Context: an optimization exercise on an open-source flow, tuned for small area and a short achievable clock period. The choices shown serve that exercise and are no tape-out recipe. At most, simulation tests tie the RTL to the original design; equivalence was not proved. Power figures rest on the tool's default switching activity, not on a simulated workload.

## frame_rx
module frame_rx #(
    parameter MAX_FRAME_LEN = 256
) (
    input  wire        clk,
    input  wire        rst,
    input  wire        start,
    input  wire [1:0]  cfg_fmt,       
    input  wire        cfg_srv,       
    input  wire [15:0] cfg_tmo,       
    input  wire [15:0] cfg_fixlen,    
    input  wire        rx_valid,
    input  wire [7:0]  rx_data,
    output wire        rx_ready,
    input  wire        tick,
    input  wire        fault,
    output wire        awaiting_body,
    output wire        res_valid,
    output wire [3:0]  res_code,
    output wire [3:0]  res_cause,
    output wire [7:0]  res_rxst,
    output wire [15:0] rx_count,
    output wire [15:0] rx_lenfield,
    output wire [15:0] target,
    output wire [15:0] idle_count,
    output wire [15:0] field_rcv,
    output wire [15:0] field_calc,
    output wire [1:0]  dcode,
    output wire [7:0]  handler,
    output wire [7:0]  resp_op,
    output wire [7:0]  req_op,
    output wire        disp_ok,
    output wire [7:0]  disp_handler
);
    localparam CODE_OK        = 4'h0;
    localparam CODE_DEVSTAT   = 4'h1;
    localparam CODE_TIMEOUT   = 4'h2;
  ...
For scale: roughly 160 flip-flops, roughly 200 I/O pins, roughly 9500 um^2 of cells after synthesis.
Settings: LEC_CHECK=0, CAP_MARGIN=20, CORE_MARGIN=2, CORE_UTILIZATION=40, CTS_BUF_LIST=sky130_fd_sc_hd__clkbuf_8, SETUP_SLACK_MARGIN=3.7, SLEW_MARGIN=20, TNS_END_PERCENT=1; clock period 6.0 ns.
standard.sh (not shown) runs the stock make flow with config.mk's settings and CLKGATE_MAP_FILE= SYNTH_SCRIPT=/design/flow/synth_recipe.tcl, a recipe that flattens the netlist after the stock synthesis.
==> flow/flow/run.sh <==
#!/bin/bash
# Standard layout, with the port buffers made of plain buf cells instead of
# the delay buffers buffer_ports picks by default. Every port still gets one.
set -euo pipefail
export BUFFER_PORTS_ARGS="-buffer_cell sky130_fd_sc_hd__buf_1"
bash standard.sh > flow_make.log 2>&1
Change:
--- a/flow/config.mk
+++ b/flow/config.mk
@@ -9,6 +9,6 @@
 export CORE_MARGIN = 2
-export CORE_UTILIZATION = 40
+export CORE_UTILIZATION = 50
 export CTS_BUF_LIST = sky130_fd_sc_hd__clkbuf_8
-export SETUP_SLACK_MARGIN = 3.7
+export SETUP_SLACK_MARGIN = 3.6
 export SLEW_MARGIN = 20
-export TNS_END_PERCENT = 1
+export TNS_END_PERCENT = 2
Worst hold slack loses 0.012 ns.
Clock skew is lower by 0.0048 ns.
Via count goes up by about 0.4%.
Sequential power stays flat.
Total power drops by about 1.9%.
Worst setup slack gets better by 0.043 ns.
Die area is lower by 20%.
Routed wire length falls by about 3%.
Change:
--- a/flow/config.mk
+++ b/flow/config.mk
@@ -9,6 +9,5 @@
 export CORE_MARGIN = 2
-export CORE_UTILIZATION = 50
+export CORE_UTILIZATION = 40
 export CTS_BUF_LIST = sky130_fd_sc_hd__clkbuf_8
-export SETUP_SLACK_MARGIN = 3.6
+export SETUP_SLACK_MARGIN = 3.0
 export SLEW_MARGIN = 20
-export TNS_END_PERCENT = 2
The new run went through all stages and came out clean.
Synthesized cell count stays the same.
Combinational power is lower by 11%.
Worst hold slack is worse by 0.011 ns.
Setup slack degrades by 0.29 ns.
Sequential cell count stays the same.
Critical path depth falls by 2.
Change:
--- a/flow/config.mk
+++ b/flow/config.mk
@@ -11,3 +11,6 @@
 export CTS_BUF_LIST = sky130_fd_sc_hd__clkbuf_8
-export SETUP_SLACK_MARGIN = 3.0
+export GPL_ROUTABILITY_DRIVEN = 0
+export PLACE_DENSITY = 0.75
+export SETUP_SLACK_MARGIN = 3.45
 export SLEW_MARGIN = 20
+export TNS_END_PERCENT = 2
Result: Clock skew decreases by 0.0078 ns. Combinational power increases by 14%. Area after synthesis stays the same. Design area increases by 6.1%. Register-to-register slack improved by 0.25 ns. Via count increases by 5.6%. Maximum frequency increases by 10%. Cell count increases by 2.6%. Clock power barely changes. Sequential share of layout area decreases by 2.2 points. Non-clock buffer count increases by 38.
Change:
--- a/flow/config.mk
+++ b/flow/config.mk
@@ -11,6 +11,3 @@
 export CTS_BUF_LIST = sky130_fd_sc_hd__clkbuf_8
-export GPL_ROUTABILITY_DRIVEN = 0
-export PLACE_DENSITY = 0.75
-export SETUP_SLACK_MARGIN = 3.45
+export SETUP_SLACK_MARGIN = 2.7
 export SLEW_MARGIN = 20
-export TNS_END_PERCENT = 2
The new run completed with no timing, DRC or antenna violations.
Routed wire length falls by 4.6%.
Cell area falls by 6.5%.
Synthesized cell count does not change.
Combinational power falls by 14%.

========
Another version of the RTL of frame_rx (not shown whole).
Size in the first run: roughly 1100 cells after synthesis, about 150 flip-flops, ~200 I/O pins, about 0.010 mm² of cells after synthesis.
clock: 6.0 ns
lec_check: 0
abc_clock_period_in_ps: 3000
cap_margin: 20
core_margin: 2
core_utilization: 40
setup_slack_margin: 3.0
slew_margin: 20
run.sh (not shown) runs the stock make flow with config.mk's settings and CLKGATE_MAP_FILE= SYNTH_SCRIPT=/design/flow/synth_recipe.tcl, a recipe that flattens the netlist after the stock synthesis.
Stock flow here: none of the scripts above is used.
The starting point completed with no timing, DRC or antenna violations.
Then changed:
==> flow/flow/run.sh (new file) <==
#!/bin/bash
# Standard layout, with the port buffers made of plain buf cells instead of
# the delay buffers buffer_ports picks by default. Every port still gets one.
set -euo pipefail
export BUFFER_PORTS_ARGS="-buffer_cell sky130_fd_sc_hd__buf_2"
bash standard.sh > flow_make.log 2>&1
==> flow/standard.sh (new file) <==
#!/bin/bash
# synth_recipe.tcl (not shown) runs the flow's synth.tcl, then flattens the netlist and writes it again
# the make line also repeats each setting of config.mk as NAME=value (left out here)
make -C /OpenROAD-flow-scripts/flow DESIGN_CONFIG=/design/flow/config.mk WORK_HOME=/design/flow/orfs CLKGATE_MAP_FILE= SYNTH_SCRIPT=/design/flow/synth_recipe.tcl "${@:-finish}"
removed: flow/run.sh
What happened: The changed run passed the timing, design-rule and antenna checks. Final area falls by 7.0%. Register-to-register slack hardly moves. Setup slack loses 49 ps.
Function was not checked in any run of this note: the RTL went through the layout flow alone.

========
## run a
frame_rx, a different RTL version from the one above (not shown whole).
Size: roughly 1000 cells after synthesis, roughly 160 flip-flops, ~200 I/O pins, ~9600 sq um of cells after synthesis.
==> flow/config.mk <==
export PLATFORM = sky130hd
export DESIGN_NAME = frame_rx
export DESIGN_NICKNAME = frame_rx
export VERILOG_FILES = /design/flow/design.v
export SDC_FILE = /design/flow/constraint.sdc
export NUM_CORES = 4
export LEC_CHECK = 0
export ABC_CLOCK_PERIOD_IN_PS = 2400
export CAP_MARGIN = 20
export CORE_MARGIN = 2
export CORE_UTILIZATION = 40
export SETUP_SLACK_MARGIN = 3.6
export SLEW_MARGIN = 20
==> flow/constraint.sdc <==
create_clock -name core_clock -period 6.0 [get_ports {clk}]
set_input_delay 1.2000 -clock core_clock [delete_from_list [all_inputs] [get_ports {clk}]]
set_output_delay 1.2000 -clock core_clock [all_outputs]
set_load 0.01 [all_outputs]
standard.sh (not shown) runs the stock make flow with config.mk's settings and CLKGATE_MAP_FILE= SYNTH_SCRIPT=/design/flow/synth_recipe.tcl, a recipe that flattens the netlist after the stock synthesis.
==> flow/flow/run.sh <==
#!/bin/bash
# Standard layout, with the port buffers made of plain buf cells instead of
# the delay buffers buffer_ports picks by default. Every port still gets one.
set -euo pipefail
export BUFFER_PORTS_ARGS="-buffer_cell sky130_fd_sc_hd__buf_2"
bash standard.sh > flow_make.log 2>&1
Run a went all the way through synthesis, placement and routing and the layout is clean on timing, DRC and antenna.
The inputs of run b differ from those of run a as listed below.
# run a
export LEC_CHECK = 0
export ABC_CLOCK_PERIOD_IN_PS = 2400
export CAP_MARGIN = 20
export CORE_MARGIN = 2
export CORE_UTILIZATION = 40
export SETUP_SLACK_MARGIN = 3.6
export SLEW_MARGIN = 20
create_clock -name core_clock -period 6.0 [get_ports {clk}]
# run b
export LEC_CHECK = 0
export ABC_AREA = 1
export CAP_MARGIN = 20
export CORE_MARGIN = 2
export CORE_UTILIZATION = 40
export SETUP_SLACK_MARGIN = 3.0
export SLEW_MARGIN = 20
create_clock -name core_clock -period 6.0 [get_ports {clk}]
### Flow results
- Run a reports its path type of the worst setup path as primary input to register while run b reports register to output pin.
- On adder and majority gate portion of the synthesized area, run a and run b are basically level.
- Run b vs. run a: worst hold slack comparable; design area -about 16%; non-clock inverter instance count of the final layout went up.
- Master of the slowest instance on the critical path: o311a_4 -> run a, dfxtp_1 -> run b
- Diff run a -> run b: global-route usage went down 2.4 points, routed wire length went down 10%, met1 track demand over resource in global routing went down 1.8 points, post-placement setup slack went up 0.14 ns.
- Run b vs. run a: non-clock buffer count decreased 134; final layout net count has increased; setup slack went down by 0.020 ns.

========
RTL: one of the versions met above, not the one the previous note started from.
Size: about 970 cells after synthesis.
clock: 6.0 ns
lec_check: 0
cap_margin: 20
core_margin: 2
core_utilization: 40
cts_buf_list: sky130_fd_sc_hd__clkbuf_8
setup_slack_margin: 3.45
slew_margin: 20
tns_end_percent: 10
==> flow/flow/run.sh <==
#!/bin/bash
# Standard layout, with the port buffers made of plain buf cells instead of
# the delay buffers buffer_ports picks by default. Every port still gets one.
set -euo pipefail
export BUFFER_PORTS_ARGS="-buffer_cell sky130_fd_sc_hd__buf_1"
bash standard.sh > flow_make.log 2>&1
The starting point produced a clean layout.
Rerun with:
CAP_MARGIN = 10   (was 20)
SETUP_SLACK_MARGIN = 3.6   (was 3.45)
SLEW_MARGIN = 10   (was 20)
TNS_END_PERCENT = 2   (was 10)
Clock power came out higher by about 10%. Wire length came out lower by 2.2%. Hold slack got worse by 0.020 ns. Total power came out higher by about 2.3%. Area after synthesis is unchanged. Sequential power barely changes. Cell count came out lower by 1.5%. Worst setup slack improved by 0.078 ns. Cell area came out lower by about 2.6%. Fmax came out higher by 3.0%. Non-clock buffer count came out lower by 21.
Rerun with:
CAP_MARGIN = 20   (was 10)
CORE_UTILIZATION = 55   (was 40)
SETUP_SLACK_MARGIN = 3.45   (was 3.6)
SLEW_MARGIN = 20   (was 10)
Worst hold slack is about the same.
Sequential share of layout area increases by 0.40 points.
Clock-buffer cell count stays the same.
Die area shrinks by 27%.
Wire length shrinks by 4.9%.
Rerun with:
CORE_UTILIZATION = 40   (was 55)
SETUP_SLACK_MARGIN = 3.6   (was 3.45)
After rerunning:
- The new run completed without violations
- global-route usage is lower by 6.5 points
- routed wire length is higher by 5.1%
- sequential share of layout area decreases by 0.40 points
- total power goes up by 4.3%
- via count decreases by 1.7%
- final area grows by 1.1%
- worst setup slack gains 0.097 ns
- core utilization falls by 19 points
Rerun with:
TNS_END_PERCENT = 0   (was 2)
Sequential power is about the same. Power decreases by 1.6%. Worst setup slack got worse by 0.10 ns. Maximum frequency goes down by about 4%. Synthesized cell count stays the same. Die area stays the same. Clock skew went up by 0.0049 ns. Synthesized area does not change. Critical path depth decreases by 1. Sequential cell count stays the same. Cell area shrinks by about 2.3%.

========
Setup of job 1235:
frame_rx, a different RTL version from the one above (not shown whole).
For scale: about 1100 cells after synthesis, roughly 150 flip-flops, ~9800 um2 of cells after synthesis.
clock: 6.0 ns
lec_check: 0
abc_clock_period_in_ps: 2500
cap_margin: 20
core_margin: 2
core_utilization: 60
setup_slack_margin: 3.5
slew_margin: 20
run.sh (not shown) runs the stock make flow with config.mk's settings and CLKGATE_MAP_FILE= SYNTH_SCRIPT=/design/flow/synth_recipe.tcl, a recipe that flattens the netlist after the stock synthesis.
Stock flow here: none of the scripts above is used.
Job 1235: aborted in global routing (tool error)
Inputs modified between job 1235 and job 7243:
Settings: CORE_UTILIZATION: 60 -> 40; ABC_CLOCK_PERIOD_IN_PS: 2500 -> 3000; SETUP_SLACK_MARGIN: 3.5 -> 3.0.
==> flow/flow/run.sh (new file) <==
#!/bin/bash
# Standard layout, with the port buffers made of plain buf cells instead of
# the delay buffers buffer_ports picks by default. Every port still gets one.
set -euo pipefail
export BUFFER_PORTS_ARGS="-buffer_cell sky130_fd_sc_hd__buf_2"
bash standard.sh > flow_make.log 2>&1
==> flow/standard.sh (new file) <==
#!/bin/bash
# synth_recipe.tcl (not shown) runs the flow's synth.tcl, then flattens the netlist and writes it again
# the make line also repeats each setting of config.mk as NAME=value (left out here)
make -C /OpenROAD-flow-scripts/flow DESIGN_CONFIG=/design/flow/config.mk WORK_HOME=/design/flow/orfs CLKGATE_MAP_FILE= SYNTH_SCRIPT=/design/flow/synth_recipe.tcl "${@:-finish}"
removed: flow/run.sh
==> comparison <==
The final layout from job 7243, which completed every stage, passed the timing, design-rule and antenna checks at the end of the flow.
Comparing job 1235 and job 7243, the higher number of placement rows is on job 7243.
Taking job 1235 as 1.0, job 7243 lands at 0.916 on placed standard-cell area.
Summary: with job 1235 as the reference, count of buffers added by post-CTS timing repair for setup in job 7243 moved down by more than half.
Reported for job 1235 and job 7243, share of the yosys chip area belonging to registers turned out identical to the last digit.
Relative to job 1235, the last weighted congestion value of the routability-driven placer measured on job 7243 has decreased by a few percent.
In job 7243 the half-perimeter wire length of the detailed placement result turned out 1.2% higher than in job 1235.
Between job 1235 and job 7243, number of cells upsized or downsized after cts decreased.
Taking job 1235 over job 7243, the placed instance count ratio works out to 0.928.
No run of this note included a check of the RTL's function; only the layout flow was run.

========
frame_rx with an RTL version that a note above also has.
Size: ~160 flip-flops, about 9500 um2 of cells after synthesis.
// frame_rx
module frame_rx #(
    parameter MAX_FRAME_LEN = 256
) (
    input  wire        clk,
    input  wire        rst,
    input  wire        start,
    input  wire [1:0]  cfg_fmt,       
    input  wire        cfg_srv,       
    input  wire [15:0] cfg_tmo,       
    input  wire [15:0] cfg_fixlen,    
    input  wire        rx_valid,
    input  wire [7:0]  rx_data,
    output wire        rx_ready,
    input  wire        tick,
    input  wire        fault,
    output wire        awaiting_body,
    output wire        res_valid,
    output wire [3:0]  res_code,
    output wire [3:0]  res_cause,
    output wire [7:0]  res_rxst,
    output wire [15:0] rx_count,
    output wire [15:0] rx_lenfield,
    output wire [15:0] target,
    output wire [15:0] idle_count,
    output wire [15:0] field_rcv,
    output wire [15:0] field_calc,
    output wire [1:0]  dcode,
    output wire [7:0]  handler,
    output wire [7:0]  resp_op,
    output wire [7:0]  req_op,
    output wire        disp_ok,
    output wire [7:0]  disp_handler
);
    localparam CODE_OK        = 4'h0;
    localparam CODE_DEVSTAT   = 4'h1;
    localparam CODE_TIMEOUT   = 4'h2;
    localparam CODE_INTEGRITY = 4'h3;
    localparam CODE_LENREJ    = 4'h4;
    localparam CODE_TFAULT    = 4'h5;
    localparam CODE_CMDERR    = 4'h6;
    localparam CODE_NONE      = 4'hF;
    localparam CAUSE_BAD_OP     = 2'd1;
    localparam CAUSE_BAD_LENGTH = 2'd3;
    localparam DC_NONE    = 2'd0;
    localparam DC_OK      = 2'd1;
    localparam DC_UNKNOWN = 2'd2;
    localparam DC_BADLEN  = 2'd3;
    reg        active;       
    reg        fzb;          
    reg        ffix;         
    reg        dsp;          
    reg [15:0] tmo;          
  ...
export LEC_CHECK = 0
export CAP_MARGIN = 20
export CORE_MARGIN = 2
export CORE_UTILIZATION = 40
export CTS_BUF_LIST = sky130_fd_sc_hd__clkbuf_8
export SETUP_SLACK_MARGIN = 3.3
export SLEW_MARGIN = 20
export TNS_END_PERCENT = 5
create_clock -name core_clock -period 6.0 [get_ports {clk}]
standard.sh (not shown) runs the stock make flow with config.mk's settings and CLKGATE_MAP_FILE= SYNTH_SCRIPT=/design/flow/synth_recipe.tcl, a recipe that flattens the netlist after the stock synthesis.
==> flow/flow/run.sh <==
#!/bin/bash
# Standard layout, with the port buffers made of plain buf cells instead of
# the delay buffers buffer_ports picks by default. Every port still gets one.
set -euo pipefail
export BUFFER_PORTS_ARGS="-buffer_cell sky130_fd_sc_hd__buf_1"
bash standard.sh > flow_make.log 2>&1
Then changed:
--- a/flow/config.mk
+++ b/flow/config.mk
@@ -14 +13,0 @@
-export TNS_END_PERCENT = 5
Result: The changed run went through all stages and came out clean; non-clock buffer count went up by 3; die area stays the same; clock skew barely changes.
Then changed:
--- a/flow/config.mk
+++ b/flow/config.mk
@@ -12 +12 @@
-export SETUP_SLACK_MARGIN = 3.3
+export SETUP_SLACK_MARGIN = 3.6
@@ -13,0 +14 @@
+export TNS_END_PERCENT = 5
The changed run finished clean.
Combinational power went up by about 4%.
Sequential cell count does not change.
Final area is higher by 1.4%.
Total power went down by 5.1%.
Routed wire length is about the same.
Fmax shrinks by 0.39%.
Area after synthesis stays the same.
Non-clock buffer count rises by 30.
Worst setup slack gets worse by 0.011 ns.
Global-route usage shrinks by 0.54 points.

## re-timing with driven ports
No port has a modelled driver above. Below, the same layouts with a new extraction and two added sets of constraints.
Step 1: set_driving_cell puts a clkbuf_16 on clk and a buf_2 on each other input, an assumption about the parent block.
Step 2 times the ports against the registers' clock, not the clock port: input delays grow and output delays shrink by t, the midpoint of the rising clock arrivals with the driver on.
Slacks: ideal / step 1 / step 2; pairs: ideal / step 1.
run | t, ns | slack for setup (ns) | hold slack, ns | worst data-port slew with drivers (ns) | pins driven straight from the clock port
the first run of note 1 | 0.494 | 3.306 / 3.309 / 2.815 | 0.485 / 0.485 / 0.485 | 0.08 | 1
the second run of note 1 | 0.497 | 3.349 / 3.355 / 2.867 | 0.473 / 0.473 / 0.473 | 0.05 | 1
the third run of note 1 | 0.502 | 3.056 / 3.066 / 2.564 | 0.462 / 0.462 / 0.462 | 0.05 | 1
the fourth run of note 1 | 0.510 | 3.331 / 3.315 / 2.805 | 0.476 / 0.476 / 0.476 | 0.08 | 1
the fifth run of note 1 | 0.499 | 2.825 / 2.845 / 2.346 | 0.479 / 0.479 / 0.479 | 0.06 | 1
the first run of note 2 | 0.473 | 2.737 / 2.757 / 2.284 | 0.500 / 0.500 / 0.500 | 0.09 | 1
the second run of note 2 | 0.479 | 2.689 / 2.705 / 2.226 | 0.492 / 0.492 / 0.492 | 0.16 | 1
run a | 0.486 | 3.182 / 3.151 / 2.665 | 0.459 / 0.459 / 0.459 | 0.11 | 1
run b | 0.474 | 3.162 / 3.113 / 2.729 | 0.458 / 0.458 / 0.458 | 0.10 | 1
the first run of note 4 | 0.501 | 3.292 / 3.297 / 2.796 | 0.484 / 0.484 / 0.484 | 0.07 | 1
the second run of note 4 | 0.506 | 3.370 / 3.368 / 2.862 | 0.464 / 0.464 / 0.464 | 0.07 | 1
the third run of note 4 | 0.505 | 3.273 / 3.272 / 2.767 | 0.462 / 0.462 / 0.462 | 0.06 | 1
the fourth run of note 4 | 0.506 | 3.370 / 3.368 / 2.862 | 0.464 / 0.464 / 0.464 | 0.07 | 1
the fifth run of note 4 | 0.496 | 3.266 / 3.288 / 2.792 | 0.488 / 0.488 / 0.488 | 0.08 | 1
job 7243 | 0.474 | 2.769 / 2.723 / 2.441 | 0.473 / 0.473 / 0.473 | 0.16 | 1
the first run of note 6 | 0.508 | 3.257 / 3.271 / 2.763 | 0.462 / 0.462 / 0.462 | 0.07 | 1
the second run of note 6 | 0.499 | 3.262 / 3.264 / 2.765 | 0.500 / 0.500 / 0.500 | 0.09 | 1
the third run of note 6 | 0.494 | 3.252 / 3.272 / 2.778 | 0.480 / 0.480 / 0.480 | 0.07 | 1
After both steps setup and hold are still met in every run listed. For the fourth run of note 1, which loses most, drivers alone change the setup slack by -0.016 ns; drivers and shift together by -0.526 ns.
